What follows belongs to an exercise in optimizing a design on an open flow for small area, a short achievable clock period and few clock cycles per item; a production flow would make more cautious choices. In this exercise RTL edits were held to simulation tests only and were not proved equivalent to the original. Power is estimated from default activity; no workload was simulated.

$ cat flow/run.sh
#!/bin/bash
# synth_recipe.tcl (not shown) runs the flow's synth.tcl, then flattens the netlist and writes it again
# the make line also repeats each setting of config.mk as NAME=value (left out here)
make -C /OpenROAD-flow-scripts/flow DESIGN_CONFIG=/design/flow/config.mk WORK_HOME=/design/flow/orfs CLKGATE_MAP_FILE= SYNTH_SCRIPT=/design/flow/synth_recipe.tcl finish
$ cat flow/config.mk
export PLATFORM = sky130hd
export DESIGN_NAME = lc4_core
export DESIGN_NICKNAME = lc4_core
export VERILOG_FILES = /design/flow/design.v
export SDC_FILE = /design/flow/constraint.sdc
export NUM_CORES = 4
export LEC_CHECK = 0
export CAP_MARGIN = 20
export CORE_MARGIN = 2
export CORE_UTILIZATION = 40
export SLEW_MARGIN = 20
$ cat flow/constraint.sdc
create_clock -name core_clock -period 55.0 [get_ports {clk}]
set_input_delay 11.0000 -clock core_clock [delete_from_list [all_inputs] [get_ports {clk}]]
set_output_delay 11.0000 -clock core_clock [all_outputs]
set_load 0.01 [all_outputs]
$ cat flow/design.v
module lc4_core (
    input  wire        clk,
    input  wire        rst,
    output wire [15:0] imem_addr,
    input  wire [15:0] imem_rdata,
    output wire [15:0] dmem_addr,
    input  wire [15:0] dmem_rdata,
    output wire        dmem_we,
    output wire [15:0] dmem_wdata,
    output wire        trace_valid,
    output wire [15:0] trace_pc,
    output wire [15:0] trace_insn,
    output wire        trace_reg_we,
    output wire [2:0]  trace_reg_sel,
    output wire [15:0] trace_reg_in,
    output wire        trace_flag_we,
    output wire [2:0]  trace_flag_out,
    output wire        trace_mem_we,
    output wire [15:0] trace_mem_addr,
    output wire [15:0] trace_mem_val,
    output wire        halted
);
    localparam [15:0] RESET_PC = 16'h8200;
    localparam [15:0] HALT_PC  = 16'h80FF;
    localparam [3:0] OP_BR    = 4'd0,
                     OP_ARITH = 4'd1,
                     OP_CMP   = 4'd2,
                     OP_JSR   = 4'd4,
                     OP_LOGIC = 4'd5,
                     OP_LDR   = 4'd6,
                     OP_STR   = 4'd7,
                     OP_RTI   = 4'd8,
                     OP_CONST = 4'd9,
                     OP_SHIFT = 4'd10,
                     OP_JMP   = 4'd12,
                     OP_HICON = 4'd13,
                     OP_TRAP  = 4'd15;
    reg [15:0] pcf;         
    reg [15:0] pce;         
    reg [15:0] ir;          
    reg        ev;          
    reg        ld_ph;       
    reg        dv_busy;     
    reg [3:0]  dv_cnt;
    reg [15:0] dv_r;
    reg [15:0] dv_q;
    reg        hlt;
    reg [15:0] regs [0:7];
    reg [2:0]  nzp;
    reg        priv;
    reg [15:0] da;          
    reg [15:0] rv;          
    reg        st_we;       
    reg        s_rwe;
    reg [2:0]  s_rsel;
    reg        s_fwe;
    reg        s_mwe;
    reg        s_mem;       
    wire [3:0]  op   = ir[15:12];
    wire [2:0]  f_d  = ir[11:9];
    wire [2:0]  f_s  = ir[8:6];
    wire [2:0]  f_t  = ir[2:0];
    wire [2:0]  subA = ir[5:3];
    wire [1:0]  subS = ir[5:4];
    wire [1:0]  subC = ir[8:7];
    wire        m11  = ir[11];
    wire [15:0] sext6  = {{10{ir[5]}}, ir[5:0]};
    wire [15:0] zext6  = {10'd0, ir[5:0]};
    wire [15:0] sext9  = {{7{ir[8]}}, ir[8:0]};
    wire [15:0] sext11 = {{5{ir[10]}}, ir[10:0]};
    wire [3:0]  u4     = ir[3:0];
    wire [7:0]  u8     = ir[7:0];
    wire is_arith = (op == OP_ARITH);
    wire is_cmp   = (op == OP_CMP);
    wire is_jsr   = (op == OP_JSR);
    wire is_logic = (op == OP_LOGIC);
    wire is_ldr   = (op == OP_LDR);
    wire is_str   = (op == OP_STR);
    wire is_rti   = (op == OP_RTI);
    wire is_const = (op == OP_CONST);
    wire is_shift = (op == OP_SHIFT);
    wire is_jmp   = (op == OP_JMP);
    wire is_hicon = (op == OP_HICON);
    wire is_trap  = (op == OP_TRAP);
    wire is_br    = (op == OP_BR);
    wire is_div = is_arith && subA == 3'b011;
    wire is_mod = is_shift && subS == 2'b11;
    wire is_dm  = is_div || is_mod;
    wire [2:0]  ra = (is_cmp || is_hicon) ? f_d : (is_rti ? 3'd7 : f_s);
    wire [2:0]  rb = is_str ? f_d : f_t;
    wire [15:0] va = regs[ra];
    wire [15:0] vb = regs[rb];
    wire        use_b  = ((is_arith && !subA[2]) || (is_cmp && !subC[1]));
    wire [15:0] add_y  = use_b ? vb : ((is_cmp && subC[0]) ? zext6 : sext6);
    wire        add_sub = is_cmp || (is_arith && subA == 3'b010);
    wire [16:0] add_r  = {1'b0, va} + {1'b0, add_y ^ {16{add_sub}}} + {16'd0, add_sub};
    wire [15:0] add_o  = add_r[15:0];
    wire        cmp_eq = (add_o == 16'd0);
    wire        cmp_lt = subC[0] ? !add_r[16]
                                 : ((va[15] != add_y[15]) ? va[15] : add_o[15]);
    wire [2:0]  cmp_code = cmp_eq ? 3'd2 : (cmp_lt ? 3'd4 : 3'd1);
    wire [15:0] pc_off = is_br ? sext9 : (m11 ? sext11 : sext6);
    wire [15:0] pc_tgt = pcf + pc_off;
    wire [15:0] pcf_inc = pcf + 16'd1;
    function [15:0] cneg(input [15:0] x, input c);
        cneg = (x ^ {16{c}}) + {15'd0, c};
    endfunction
    function [4:0] lzc(input [15:0] x);
        integer k;
        begin
            lzc = 5'd16;
            for (k = 0; k < 16; k = k + 1)
                if (x[k]) lzc = 5'd15 - k[4:0];
        end
    endfunction
    wire        sgn_a = va[15];
    wire        sgn_b = vb[15];
    wire [15:0] abs_b = cneg(vb, sgn_b);
    wire [15:0] shl_in  = dv_busy ? abs_b : va;
    wire [3:0]  shl_amt = dv_busy ? dv_cnt : u4;
    wire [15:0] shl_o   = shl_in << shl_amt;
    wire [16:0] dv_diff = {1'b0, dv_r} - {1'b0, shl_o};
    wire        dv_ge   = !dv_diff[16];
    wire [15:0] dv_rn   = dv_ge ? dv_diff[15:0] : dv_r;
    wire [15:0] dv_qn   = {dv_q[14:0], dv_ge};
    wire        dv_last = (dv_cnt == 4'd0);
    wire [15:0] neg_in  = dv_busy ? (is_div ? dv_qn : dv_rn) : va;
    wire        neg_c   = dv_busy ? (is_div ? (sgn_a ^ sgn_b) : sgn_a) : sgn_a;
    wire [15:0] neg_o   = cneg(neg_in, neg_c);
    wire [15:0] abs_a   = neg_o;
    wire [4:0]  lz_a    = lzc(abs_a);
    wire [4:0]  lz_b    = lzc(abs_b);
    wire        b_zero  = (vb == 16'd0);
    wire        dv_now  = b_zero || (lz_a > lz_b);
    wire [15:0] dv_now_res = (b_zero || is_div) ? 16'd0 : va;
    wire [4:0]  dv_k    = lz_b - lz_a;
    wire [15:0] mul_o = va * vb;
    wire [15:0] srl_o = va >> u4;
    wire [15:0] sra_o = $signed(va) >>> u4;
    function [2:0] flag_code(input [15:0] v);
        flag_code = v[15] ? 3'd4 : ((v == 16'd0) ? 3'd2 : 3'd1);
    endfunction
    reg [15:0] ex_res;
    always @(*) begin
        ex_res = 16'd0;
        case (op)
            OP_ARITH: begin
                if (subA[2] || subA[1:0] == 2'd0 || subA[1:0] == 2'd2)
                    ex_res = add_o;
                else if (subA[1:0] == 2'd1)
                    ex_res = mul_o;
                else
                    ex_res = dv_busy ? neg_o : dv_now_res;
            end
            OP_LOGIC: begin
                if (subA[2])
                    ex_res = va & sext6;
                else case (subA[1:0])
                    2'd0: ex_res = va & vb;
                    2'd1: ex_res = ~va;
                    2'd2: ex_res = va | vb;
                    default: ex_res = va ^ vb;
                endcase
            end
            OP_SHIFT: begin
                case (subS)
                    2'd0: ex_res = shl_o;
                    2'd1: ex_res = sra_o;
                    2'd2: ex_res = srl_o;
                    default: ex_res = dv_busy ? neg_o : dv_now_res;
                endcase
            end
            OP_CONST: ex_res = sext9;
            OP_HICON: ex_res = {u8, va[7:0]};
            default:  ex_res = pcf;         
        endcase
    end
    wire wr_op  = is_arith || is_logic || is_shift || is_const || is_hicon
               || is_jsr || is_trap;        
    wire w7     = is_jsr || is_trap;
    wire br_take = (f_d == 3'b111) || ((f_d & nzp) != 3'b000);
    wire redirect = is_rti || is_trap || is_jsr || is_jmp || (is_br && br_take);
    wire [15:0] tgt = is_rti ? va :
                      is_trap ? {8'h80, u8} :
                      ((is_jsr || is_jmp) && !m11 && !(is_jsr && f_s == 3'd7)) ? add_o :
                      pc_tgt;
    wire e_first  = ev;
    wire e_goes_dv = e_first && is_dm && !dv_now;
    wire e_dv_fin  = dv_busy && dv_last;
    wire        wr_en   = ld_ph || e_dv_fin || (e_first && wr_op && !e_goes_dv);
    wire [2:0]  wr_sel  = (w7 && !ld_ph) ? 3'd7 : f_d;
    wire [15:0] wr_data = ld_ph ? dmem_rdata : ex_res;
    wire [15:0] wr_d    = rst ? 16'd0 : wr_data;
    wire ex_st_hit  = e_first && is_str && (add_o == pcf);
    wire mem_st_hit = st_we && (da == pcf);
    wire halt_wait  = (pcf == HALT_PC) && e_first && is_str;
    wire e_block    = (e_first && (redirect || is_ldr || e_goes_dv))
                   || (dv_busy && !dv_last);
    wire cap        = !hlt && !e_block && !ex_st_hit && !mem_st_hit && !halt_wait;
    integer i;
    always @(posedge clk) begin
        for (i = 0; i < 8; i = i + 1)
            if (rst || (wr_en && wr_sel == i[2:0]))
                regs[i] <= wr_d;
    end
    always @(posedge clk) begin
        if (rst) begin
            pcf     <= RESET_PC;
            ev      <= 1'b0;
            ld_ph   <= 1'b0;
            dv_busy <= 1'b0;
            hlt     <= 1'b0;
            nzp     <= 3'd0;
            priv    <= 1'b0;
            st_we   <= 1'b0;
            s_rwe   <= 1'b0;
            s_rsel  <= 3'd0;
            s_fwe   <= 1'b0;
            s_mwe   <= 1'b0;
            s_mem   <= 1'b0;
        end else begin
            if (cap) begin
                ir  <= imem_rdata;
                pce <= pcf;
                pcf <= pcf_inc;
                ev  <= (pcf != HALT_PC);
                hlt <= (pcf == HALT_PC);
            end else begin
                ev <= 1'b0;
                if (e_first && redirect) begin
                    pcf <= tgt;
                    hlt <= (tgt == HALT_PC);
                end
            end
            ld_ph <= e_first && is_ldr;
            st_we <= e_first && is_str;
            if (e_goes_dv) begin
                dv_busy <= 1'b1;
                dv_cnt  <= dv_k[3:0];
                dv_r    <= abs_a;
                dv_q    <= 16'd0;
            end else if (dv_busy) begin
                dv_busy <= !dv_last;
                dv_cnt  <= dv_cnt - 4'd1;
                dv_r    <= dv_rn;
                dv_q    <= dv_qn;
            end
            if (wr_en)
                nzp <= flag_code(wr_data);
            if (e_first && is_cmp)
                nzp <= cmp_code;
            if (e_first && is_rti) begin
                nzp  <= 3'd0;
                priv <= 1'b0;
            end
            if (e_first && is_trap)
                priv <= 1'b1;
            if (e_first) begin
                s_rwe  <= wr_op || is_ldr;
                s_rsel <= (wr_op || is_ldr) ? (w7 ? 3'd7 : f_d) : 3'd0;
                s_fwe  <= wr_op || is_ldr || is_cmp;
                s_mwe  <= is_str;
                s_mem  <= is_str || is_ldr;
                if (is_str || is_ldr)
                    da <= add_o;
                if (is_str)
                    rv <= vb;
            end
            if (wr_en)
                rv <= wr_data;
        end
    end
    assign imem_addr  = pcf;
    assign dmem_addr  = da;
    assign dmem_we    = st_we;
    assign dmem_wdata = rv;
    assign trace_valid    = ev;
    assign trace_pc       = pce;
    assign trace_insn     = ir;
    assign trace_reg_we   = s_rwe;
    assign trace_reg_sel  = s_rsel;
    assign trace_reg_in   = rv & {16{s_rwe}};
    assign trace_flag_we  = s_fwe;
    assign trace_flag_out = nzp & {3{s_fwe}};
    assign trace_mem_we   = s_mwe;
    assign trace_mem_addr = da & {16{s_mem}};
    assign trace_mem_val  = rv & {16{s_mem}};
    assign halted = hlt;
endmodule
==> run notes <==
- Status: finished clean
- CP arrival: 16090 ps
- WHS Path Cells: 2
- Synth top area cells: edfxtp_1, ha_1, fa_1, nor2_1, xnor2_1
- R2R depth: 44
- Max-cap violations: 0
- Clk pin slew, worst setup/hold paths: 70 ps
- Worst R2R Setup Slack: between 30000 and 40000 ps
- Core Area: between 70000 and 80000 um2
- Reg-to-Reg End: ir[14]
- Area delta synth->final: 14.0%
- Fmax: 63.3 MHz
- Global placement routability congestion: 1.08
- Cell taking the most area after synthesis: edfxtp_1
- Synth top area share: 0.240
- CTS max path bufs: 3
- Period utilization: 0.287
- Min Clock Period, post-route: roughly 16000 ps
- Worst hold path class: reg -> reg
- Routed Antenna Nets: 0
- RR Startpoint: ir[15]
- Largest net degree at the start of global routing: between 50 and 60
- #FFs+latches synth: 258
- Die Ht: 270 um
- Grt total ovfl: 0
- Post-CTS sizing: 0
- Slew Limit Fails: 0
- Setup Skew: between 40 and 50 ps
- Root buf cell: clkbuf_16
- Nets: about 3800
- Post-synthesis net count: 3698
- CTS Hold Bufs: 0
- Main synth FF type: edfxtp_1
- Final setup violation count: 0
- CTS tree: built
- Via Count: 30100
- YS warnings: 2
- Asr flop ratio synth: 0
- Post-Syn Area: 28400 um2
- Vias in the first global route: 27800
- Crit-path max cell delay: ~910 ps
- Mean Syn Cell Area: 8.26 um2
- Peak VDD IR: 50.8 uV
- Sequential fraction of the synthesis area: 0.262
- First-pass GRT wire length: 199000 um
- Die ar.: 73100 um2
- Crit path to: ir[14]
- Drt wl/cell: ~30 um
- Startpoint types: flip-flop
- Worst-Skew Late Latency: 660 ps
- Overall Global Routing Usage: 0.367
- Critical path class: reg -> reg
- Setup bufs post-CTS: 0
- Initial core utilization: 0.405
- Final worst slack: 39200 ps
- Slew headroom: 0.172
- Initial antenna violation count: 9
- IO Port Bufs: 173
- CP startpoint: ir[15]
- Req. time, crit path: between 50000 and 60000 ps
- Actual slew at the worst max-slew pin: ~1200 ps
- Hpwl dp: 104000 um
- CP max-delay cell: a221oi_1
- Pre-CTS setup slack: 39870 ps
- CTS buffer count: 30
- Pwr/cell area: between 40 and 50 nW/um2
- H-Tree Depth: 1
- Pleak: 12.3 nW
- I/O pin cnt: around 170
- # fillers: ~7000
- Post-synth EDFFs: ~230
- Max FO, Critical Path: 47
- FP Rows: 97
- RSZ-0062 raised after global routing: false
- CP Capture Type: flip-flop
- Share of layout cells above drive strength 1: 0.0886
- DR iter-0 viols: 4545
- WL final: 139000 um
- Initial DRT Pass Iterations: 9
- Die Width: 270 um
- Number of remaining DRC errors: 0
- Final design utilization: 0.461
- Hold violation count in the final report: 0
- Fin Setup TNS: 0 ps
- Via/cell ratio: 6.69
- Gate Count Post-Synth: 3439
- Post-synth cell types: about 110
- CTS sink cnt: 258
-- synthesized netlist by cell type (46+ instances only) --
cell type,number
nor2_1,366
nand2_1,289
o21ai_0,228
edfxtp_1,227
a21oi_1,218
inv_1,212
clkbuf_1,164
ha_1,141
xnor2_1,138
nand3_1,101
fa_1,84
and2_1,78
nor3_1,69
mux2i_1,66
a211oi_1,56
nand2b_1,52
a31oi_1,46
-- sequential cells by signal, summed over array words and instances, names as in the netlist, 3 cells and up --
name	flops
rv	16
dv_r	16
regs	128
s_rsel	3
pcf	16
nzp	3
pce	16
da	16
ir	16
dv_cnt	4
dv_q	15
-- worst min path at each step --
stage / slack, ps / from / end
detailed placement: 450 / s_rsel[2] / s_rsel[2]
CTS: 460 / s_rsel[2] / s_rsel[2]
global placement: 450 / s_rsel[2] / s_rsel[2]
global route: 500 / s_rsel[0] / s_rsel[0]
floorplan: 490 / s_rsel[0] / s_rsel[0]
finish: 460 / s_rsel[2] / s_rsel[2]
-- power by group --
group / internal, W / switching [W] / total (W)
combinational: 0.000367 / 0.000613 / 0.000979
sequential: 0.000236 / 0.0000178 / 0.000254
clock: 0.000107 / 0.0000902 / 0.000197
total: 0.000710 / 0.000720 / 0.00143
-- cells by family after synthesis --
| kind of cell | after synthesis | synth area share |
|---|---|---|
| AND/OR/NAND/NOR | 1218 | 0.211 |
| multiplexers | 115 | 0.0545 |
| flip-flops | 258 | 0.262 |
| buffers and inverters | 460 | 0.0639 |
| AO/OA/AOI/OAI | 999 | 0.237 |
| XOR/XNOR | 164 | 0.0511 |
| adder cells (fa/ha/maj) | 225 | 0.121 |
-- worst max-delay path: cells and delay by family, from the launching register on --
kind | cells | cell delay, ps
compound gates | 20 | 5960
simple gates | 12 | 4150
mux | 3 | 1570
fa+ha+maj | 4 | 1310
buf+inv | 3 | 990
flops | 1 | 760
xor+xnor | 2 | 590
-- metrics by stage --
step	std cells	power, W	hold WS [ps]	instance area, um2
after floorplan	3439	0.000896	486	28400
after global routing	4505	0.00152	496	32400
after detailed placement	4449	0.00121	454	31400
after CTS	4504	0.00141	464	32400
after global placement	4449	0.00120	453	31400
final	4509	0.00143	464	32400
-- routing by layer --
metal / vias to the layer above / global-route usage / share of wire
li1: 12800 / - / -
met1: 14400 / 0.488 / 0.39
met2: 2398 / 0.547 / 0.42
met3: 499 / 0.0949 / 0.13
met4: 10 / 0.191 / 0.064
met5: - / 0 / 0.00048
-- cell usage in the layout, fill, tap and decap left out, types with 20 or more instances in the layout --
| master | netlist | layout |
|---|---|---|
| nand2_1 | 289 | 289 |
| clkbuf_16 | 0 | 30 |
| inv_1 | 212 | 212 |
| a221oi_1 | 21 | 20 |
| xor2_1 | 25 | 25 |
| xnor2_1 | 138 | 138 |
| a211oi_1 | 56 | 55 |
| a21o_1 | 34 | 34 |
| o211ai_1 | 40 | 40 |
| o21ai_0 | 228 | 225 |
| ha_1 | 141 | 141 |
| mux2i_1 | 66 | 65 |
| nand2b_1 | 52 | 52 |
| or3_1 | 29 | 29 |
| a22oi_1 | 22 | 22 |
| nand3_1 | 101 | 101 |
| nand4_1 | 23 | 23 |
| fa_1 | 84 | 84 |
| nor2_1 | 366 | 365 |
| nor4_1 | 23 | 23 |
| edfxtp_1 | 227 | 227 |
| and2_1 | 78 | 78 |
| a21oi_1 | 218 | 217 |
| buf_4 | 7 | 130 |
| nor3_1 | 69 | 69 |
| or2_2 | 24 | 24 |
| nor2b_1 | 40 | 40 |
| clkdlybuf4s50_1 | 0 | 172 |
| dfxtp_1 | 31 | 30 |
| a31oi_1 | 46 | 45 |
| o22ai_1 | 36 | 36 |
| mux4_2 | 27 | 27 |
| and3_1 | 37 | 37 |
-- layout make-up --
type                            count  area, um2  share of cell area
Multi-Input combinational cell   2721      19200               0.594
Sequential cell                   258       7440               0.230
Timing Repair Buffer              304       2710              0.0836
Tap cell                          940       1180              0.0363
Inverter                          227        852              0.0263
Clock buffer                       40        798              0.0247
Clock inverter                     15        146             0.00452
Antenna cell                        4       10.0            0.000309
Testbench counts, summed over its fixed seeds: cycles 69,208, instructions 51,630.

-- static timing again, ports no longer ideal --
The flow's constraints put no driver on any port. The routed layout listed below was extracted and timed again, unchanged, in two steps. Step 1, drivers: a clkbuf_16 drives clk and a buf_2 each remaining input, both assumed. Step 2 moves the port delays by t, midway between the first and last clock arrival at a register: inputs arrive t later, outputs are due t later. That takes back most of the time a late clock gives input paths. Slacks: no drivers / after step 1 / after step 2; pairs: no drivers / after step 1.
t, ns: 0.704
setup slack, ns: 39.197 / 39.197 / 39.197
worst data-port slew with drivers (ns): 0.07
After both steps this run still meets setup and hold. The setup slack of this run moves by 0.000 ns with the drivers and by 0.000 ns with both steps.
